This is an optimization exercise on Yosys and OpenROAD, whose aim is small area, a short achievable clock period and few clock cycles, not a production implementation. Function was checked by simulation only, so behaviour that the tests miss may differ from the original. No activity file was given, so power comes from the tool's default toggle rates.

==> job 8722 <==
// usb_uart_bridge
module usb_uart_bridge (
    input  wire        clk,
    input  wire        rst,
    input  wire        cmd_valid,
    input  wire [7:0]  cmd_data,
    output wire        cmd_ready,
    output reg         ev_valid,
    output reg  [3:0]  ev_code,
    output reg  [31:0] ev_data,
    input  wire        ev_ready
);
clock: 7.0 ns
lec_check: 0
abc_clock_period_in_ps: 3000
cap_margin: 20
core_margin: 2
core_utilization: 65
cts_buf_list: sky130_fd_sc_hd__clkbuf_4 sky130_fd_sc_hd__clkbuf_8
setup_slack_margin: 4.0
slew_margin: 20
run.sh (not shown) runs the stock make flow with config.mk's settings and CLKGATE_MAP_FILE= SYNTH_SCRIPT=/design/flow/synth_recipe.tcl, a recipe that flattens the netlist after the stock synthesis.
==> job 9031 (differences from job 8722) <==
--- a/flow/design.v
+++ b/flow/design.v
@@ -13,11 +13,12 @@
     output reg           full,
     output reg  [AW-1:0] depth
 );
     localparam NL = 1 << LO;
     localparam NH = N >> LO;
-    reg [8*N-1:0] store;
+    localparam LAST = N - 2;        
+    reg [8*(N-1)-1:0] store;
     reg [NL-1:0]  rs_lo;            
     reg [NH-1:0]  rs_hi;
     reg [AW-1:0]  wp;               
     reg           wb_v;
     reg [7:0]     wb_d;
@@ -26,23 +27,24 @@
     reg           one, two;
     integer i, j;
     always @(posedge clk) begin
         for (j = 0; j < NH; j = j + 1)
             for (i = 0; i < NL; i = i + 1)
-                if (we_hi[j] && we_lo[i])
+                if (NL*j+i <= LAST && we_hi[j] && we_lo[i])
                     store[8*(NL*j+i) +: 8] <= wb_d;
     end
-    wire [AW-1:0] wp1 = wp + 1'b1;
+    wire [AW-1:0] wp1 = (wp == LAST) ? {AW{1'b0}} : wp + 1'b1;
     wire [NL-1:0] lo_sel = rs_lo;
     wire [NH-1:0] hi_sel = rs_hi;
     reg  [7:0]    grp, nxt;
     always @(*) begin
         nxt = 8'h0;
         for (j = 0; j < NH; j = j + 1) begin
             grp = 8'h0;
             for (i = 0; i < NL; i = i + 1)
-                grp = grp | (store[8*(NL*j+i) +: 8] & {8{lo_sel[i]}});
+                if (NL*j+i <= LAST)
+                    grp = grp | (store[8*(NL*j+i) +: 8] & {8{lo_sel[i]}});
             nxt = nxt | (grp & {8{hi_sel[j]}});
         end
     end
     always @(posedge clk) begin
         if (get) begin
@@ -65,11 +67,11 @@
         we_lo <= {{(NL-1){1'b0}}, 1'b1} << wp1[LO-1:0];
         if (rst) begin
             we_hi <= {NH{1'b0}};
             rs_lo <= {{(NL-2){1'b0}}, 2'b10};
             rs_hi <= {{(NH-1){1'b0}}, 1'b1};
-            wp    <= {AW{1'b1}};
+            wp    <= LAST;
             wb_v  <= 1'b0;
             depth <= {AW{1'b0}};
             empty <= 1'b1;
             one   <= 1'b0;
             two   <= 1'b0;
@@ -77,13 +79,18 @@
         end else begin
             wb_v  <= put;
             we_hi <= put ? ({{(NH-1){1'b0}}, 1'b1} << wp1[AW-1:LO]) : {NH{1'b0}};
             if (put) wp <= wp1;
             if (get) begin
-                rs_lo <= {rs_lo[NL-2:0], rs_lo[NL-1]};
-                if (rs_lo[NL-1])
-                    rs_hi <= {rs_hi[NH-2:0], rs_hi[NH-1]};
+                if (rs_hi[NH-1] && rs_lo[NL-2]) begin
+                    rs_lo <= {{(NL-1){1'b0}}, 1'b1};
+                    rs_hi <= {{(NH-1){1'b0}}, 1'b1};
+                end else begin
+                    rs_lo <= {rs_lo[NL-2:0], rs_lo[NL-1]};
+                    if (rs_lo[NL-1])
+                        rs_hi <= {rs_hi[NH-2:0], rs_hi[NH-1]};
+                end
             end
             if (up) begin
                 depth <= dp1;
                 empty <= 1'b0;
                 one   <= empty;
@@ -191,11 +198,11 @@
     reg [2:0]  ph;
     reg [3:0]  step;
     reg [7:0]  op;
     reg [1:0]  argc;
     reg [1:0]  alast;
-    reg [7:0]  bm;
+    reg        bm21;        
     reg [7:0]  rem;         
     reg        l7;          
     reg [7:0]  cnt;
     reg        skip;
     reg        pending;
@@ -207,12 +214,11 @@
     reg        rxne;
     reg [7:0]  rdr;
     reg        txe;
     reg [7:0]  tdr;
     reg [5:0]  rxa_depth;
-    wire       rxa_empty = (rxa_depth == 6'd0);
-    wire       rxa_full  = (rxa_depth == 6'd63);
+    reg        rxa_empty, rxa_full;
     reg        rx_put, rx_get, tx_put, tx_get;
     reg  [7:0] rx_put_data;
     wire [7:0] rx_rd_data, tx_rd_data;
     wire       rx_empty, rx_full, tx_empty, tx_full;
     wire [5:0] rx_depth;
@@ -238,11 +244,12 @@
     reg [8:0]  e_p;
     reg [2:0]  n_ph;
     reg [3:0]  n_step;
     reg [7:0]  n_op;
     reg [1:0]  n_argc, n_alast;
-    reg [7:0]  n_bm, n_rem, n_cnt;
+    reg [7:0]  n_rem, n_cnt;
+    reg        n_bm21;
     reg        n_l7;
     reg        n_skip, n_pending, n_nakf, n_halt, n_nvic, n_rxne, n_txe;
     reg [31:0] n_baud;
     reg [4:0]  n_ucr;
     reg [7:0]  n_rdr, n_tdr;
@@ -280,20 +287,19 @@
     task rx_store;
         input [7:0] b;
         begin
             rx_put = 1'b1; rx_put_data = b;
             n_rxa = rxa_depth + 6'd1;
-            if (rx_full) stall = 1'b1;    
         end
     endtask
     always @(*) begin
-        take = 1'b0; tail = 1'b0; stall = 1'b0;
+        take = 1'b0; tail = 1'b0;
         e_v = 1'b0; e_c = 4'h0; e_p = 9'h0;
         rx_put = 1'b0; rx_put_data = hb; rx_get = 1'b0;
         tx_put = 1'b0; tx_get = 1'b0;
         n_ph = ph; n_step = step; n_op = op; n_argc = argc; n_alast = alast;
-        n_bm = bm; n_rem = rem; n_l7 = l7; n_cnt = cnt; n_skip = skip;
+        n_bm21 = bm21; n_rem = rem; n_l7 = l7; n_cnt = cnt; n_skip = skip;
         n_pending = pending; n_nakf = nakf; n_halt = halt; n_nvic = nvic_en;
         n_baud = baud; n_ucr = ucr; n_rxne = rxne; n_rdr = rdr;
         n_txe = txe; n_tdr = tdr; n_rxa = rxa_depth;
         case (ph)
             P_OP: if (hv) begin
@@ -305,11 +311,10 @@
                     if (hk[K_01]) begin
                         e_v = 1'b1; e_c = EV_RESULT;
                         e_p = rxa_empty ? 9'h0 : {1'b1, rx_rd_data};
                         rx_get = !rxa_empty;
                         n_rxa = rxa_empty ? rxa_depth : rxa_depth - 6'd1;
-                        if (tok_q) stall = 1'b1;    
                     end
                     if (hk[K_05]) begin
                         e_v = 1'b1; e_c = EV_RESULT;
                         e_p = tx_empty ? 9'h0 : {1'b1, tx_rd_data};
                         tx_get = !tx_empty;
@@ -359,14 +364,13 @@
                 end
             end
             P_ARG: if (hv) begin
                 take = 1'b1;
                 n_argc = argc + 2'd1;
-                if (argc == 2'd0) n_bm = hb;
+                if (argc == 2'd0) n_bm21 = (hb == 8'h21);
                 if (op == 8'h11 && !halt) begin
                     n_baud[8*argc +: 8] = hb;
-                    if (brr_q) stall = 1'b1;    
                 end
                 if (argc == alast) begin
                     n_ph = P_OP;
                     if (!halt || op == 8'h60) begin
                         case (op)
@@ -394,14 +398,14 @@
                                 end
                             end
                             8'h40: begin
                                 e_v = 1'b1; e_c = EV_RETURN;
                                 n_pending = 1'b0;
-                                if (bm == 8'h21 && hb == 8'h20) begin
+                                if (bm21 && hb == 8'h20) begin
                                     n_pending = 1'b1;
                                     e_p = 9'h0;
-                                end else if (bm == 8'h21 && hb == 8'h22) begin
+                                end else if (bm21 && hb == 8'h22) begin
                                     e_c = EV_USBWRITE; e_p = 9'h0;
                                     n_ph = P_MULTI; n_step = M_RET0;
                                 end else begin
                                     e_p = 9'h1;
                                 end
@@ -476,11 +480,10 @@
                         end
                         8'h41: begin
                             if (l7) begin
                                 if (cnt < 8'd4) begin
                                     n_baud[8*cnt[1:0] +: 8] = hb;
-                                    if (brr_q) stall = 1'b1;
                                 end
                                 if (cnt == 8'd4) begin
                                     e_v = 1'b1; e_c = EV_BRR;
                                 end
                                 if (cnt == 8'd5) begin
@@ -545,10 +548,29 @@
         if (tail && hv && hk[K_NZ]) begin
             take = 1'b1;
             start_cmd;
         end
     end
+    always @(*) begin
+        stall = 1'b0;
+        if (hv) begin
+            case (ph)
+                P_OP:
+                    if (!halt && ((hk[K_01] && tok_q) ||
+                                  (hk[K_13] && rxne && !rxa_full && rx_full)))
+                        stall = 1'b1;
+                P_ARG:
+                    if (!halt && ((op == 8'h00 && argc == alast && !rxa_full && rx_full) ||
+                                  (op == 8'h11 && brr_q)))
+                        stall = 1'b1;
+                P_DATA:
+                    if (!skip && op == 8'h41 && l7 && cnt < 8'd4 && brr_q)
+                        stall = 1'b1;
+                default: ;
+            endcase
+        end
+    end
     assign act = qok && !stall;
     wire take_g = take && act;
     always @(posedge clk) begin
         if (rst) begin
             hv   <= 1'b0;
@@ -586,16 +608,17 @@
     wire       hvq = qv[qr];
     wire       htok = (hc == EV_WDATA);
     wire       dlast = (dcnt == hp[5:0]);
     wire       pop = oload && hvq && (!htok || dlast);
     assign     out_get = oload && hvq && htok && !dlast;
-    assign tok_q = (qv[0] && qc[0] == EV_WDATA) || (qv[1] && qc[1] == EV_WDATA) ||
-                   (qv[2] && qc[2] == EV_WDATA) || (qv[3] && qc[3] == EV_WDATA);
-    assign brr_q = (qv[0] && qc[0] == EV_BRR) || (qv[1] && qc[1] == EV_BRR) ||
-                   (qv[2] && qc[2] == EV_BRR) || (qv[3] && qc[3] == EV_BRR);
-    wire [2:0] qn_now  = {2'b0, qv[0]} + {2'b0, qv[1]} + {2'b0, qv[2]} + {2'b0, qv[3]};
-    wire [2:0] qn_next = qn_now + {2'b0, push} - {2'b0, pop};
+    reg  [2:0] qn, tq, bq;
+    assign tok_q = (tq != 3'd0);
+    assign brr_q = (bq != 3'd0);
+    wire       push_tok = push && (e_c == EV_WDATA);
+    wire       push_brr = push && (e_c == EV_BRR);
+    wire       pop_tok  = pop && htok;
+    wire       pop_brr  = pop && (hc == EV_BRR);
     integer k;
     always @(posedge clk) begin
         if (push) begin
             qc[qw] <= e_c;
             qp[qw] <= e_p;
@@ -603,19 +626,25 @@
         if (rst) begin
             qv   <= {QN{1'b0}};
             qw   <= 2'd0;
             qr   <= 2'd0;
             qok  <= 1'b1;
+            qn   <= 3'd0;
+            tq   <= 3'd0;
+            bq   <= 3'd0;
             dcnt <= 6'd0;
         end else begin
             for (k = 0; k < QN; k = k + 1) begin
                 if (push && qw == k) qv[k] <= 1'b1;
                 else if (pop && qr == k) qv[k] <= 1'b0;
             end
             if (push) qw <= qw + 2'd1;
             if (pop)  qr <= qr + 2'd1;
-            qok <= (qn_next != 3'd4);
+            qn  <= qn + {2'b0, push} - {2'b0, pop};
+            tq  <= tq + {2'b0, push_tok} - {2'b0, pop_tok};
+            bq  <= bq + {2'b0, push_brr} - {2'b0, pop_brr};
+            qok <= pop || !((qn == 3'd4) || (qn == 3'd3 && push));
             if (pop)          dcnt <= 6'd0;
             else if (out_get) dcnt <= dcnt + 6'd1;
         end
     end
     always @(posedge clk) begin
@@ -642,11 +671,11 @@
             ph        <= P_OP;
             step      <= 4'd0;
             op        <= 8'h0;
             argc      <= 2'd0;
             alast     <= 2'd0;
-            bm        <= 8'h0;
+            bm21      <= 1'b0;
             rem       <= 8'h0;
             l7        <= 1'b0;
             cnt       <= 8'h0;
             skip      <= 1'b0;
             pending   <= 1'b0;
@@ -658,17 +687,19 @@
             rxne      <= 1'b0;
             rdr       <= 8'h0;
             txe       <= 1'b1;
             tdr       <= 8'h0;
             rxa_depth <= 6'd0;
+            rxa_empty <= 1'b1;
+            rxa_full  <= 1'b0;
         end else if (act) begin
             ph        <= n_ph;
             step      <= n_step;
             op        <= n_op;
             argc      <= n_argc;
             alast     <= n_alast;
-            bm        <= n_bm;
+            bm21      <= n_bm21;
             rem       <= n_rem;
             l7        <= n_l7;
             cnt       <= n_cnt;
             skip      <= n_skip;
             pending   <= n_pending;
@@ -680,8 +711,10 @@
             rxne      <= n_rxne;
             rdr       <= n_rdr;
             txe       <= n_txe;
             tdr       <= n_tdr;
             rxa_depth <= n_rxa;
+            rxa_empty <= (n_rxa == 6'd0);
+            rxa_full  <= (n_rxa == 6'd63);
         end
     end
 endmodule
==> qor summary <==
metric	job 8722	job 9031
Slowest cell on the critical path	mux4_2	a211oi_4
Worst-case setup margin in the final layout	3470 ps	3560 ps
Instance count on the critical path	15	16
Total via count in the routed design	50500	50100
Internal	0.0191 W	0.0187 W
Worst ir drop on vdd	0.260 mV	0.216 mV
Synth Warn #	3	7
Max incr delay on CP	550 ps	400 ps
Routability Congestion	0.963	0.971
Final #Nets	5514	5537
Worst slack on hold paths	431 ps	465 ps
Layout buffering overhead excluding clock cells	0.0305	0.0302
Outcome	timing/DRC/antenna clean	timing/DRC/antenna clean
Testbench counts of job 8722, summed over its fixed seeds: cycles 34,587.
Testbench counts of job 9031, summed over its fixed seeds: cycles 34,587.

==> what the ideal ports hide <==
In the flow no input, the clock included, has a driving cell. The finished layouts below were timed again as built, in two steps. Step 1 assumes that a clkbuf_16 drives the clock port and a buf_2 every other input. Step 2 also shifts input and output timing later by t, the mid clock arrival at the registers, as if the neighbouring blocks saw the same clock. Three values: no drivers, after step 1, after step 2; two values: the first two.
run | t (ns) | setup WS [ns] | worst register clock-pin slew, ns
job 8722 | 1.066 | 3.474 / 3.474 / 2.549 | 0.07 / 0.07
job 9031 | 1.055 | 3.560 / 3.560 / 2.801 | 0.07 / 0.07
After both steps setup and hold are still met in every run listed. The setup slack of job 8722, which loses most, moves by 0.000 ns with the drivers and by -0.925 ns with both steps.
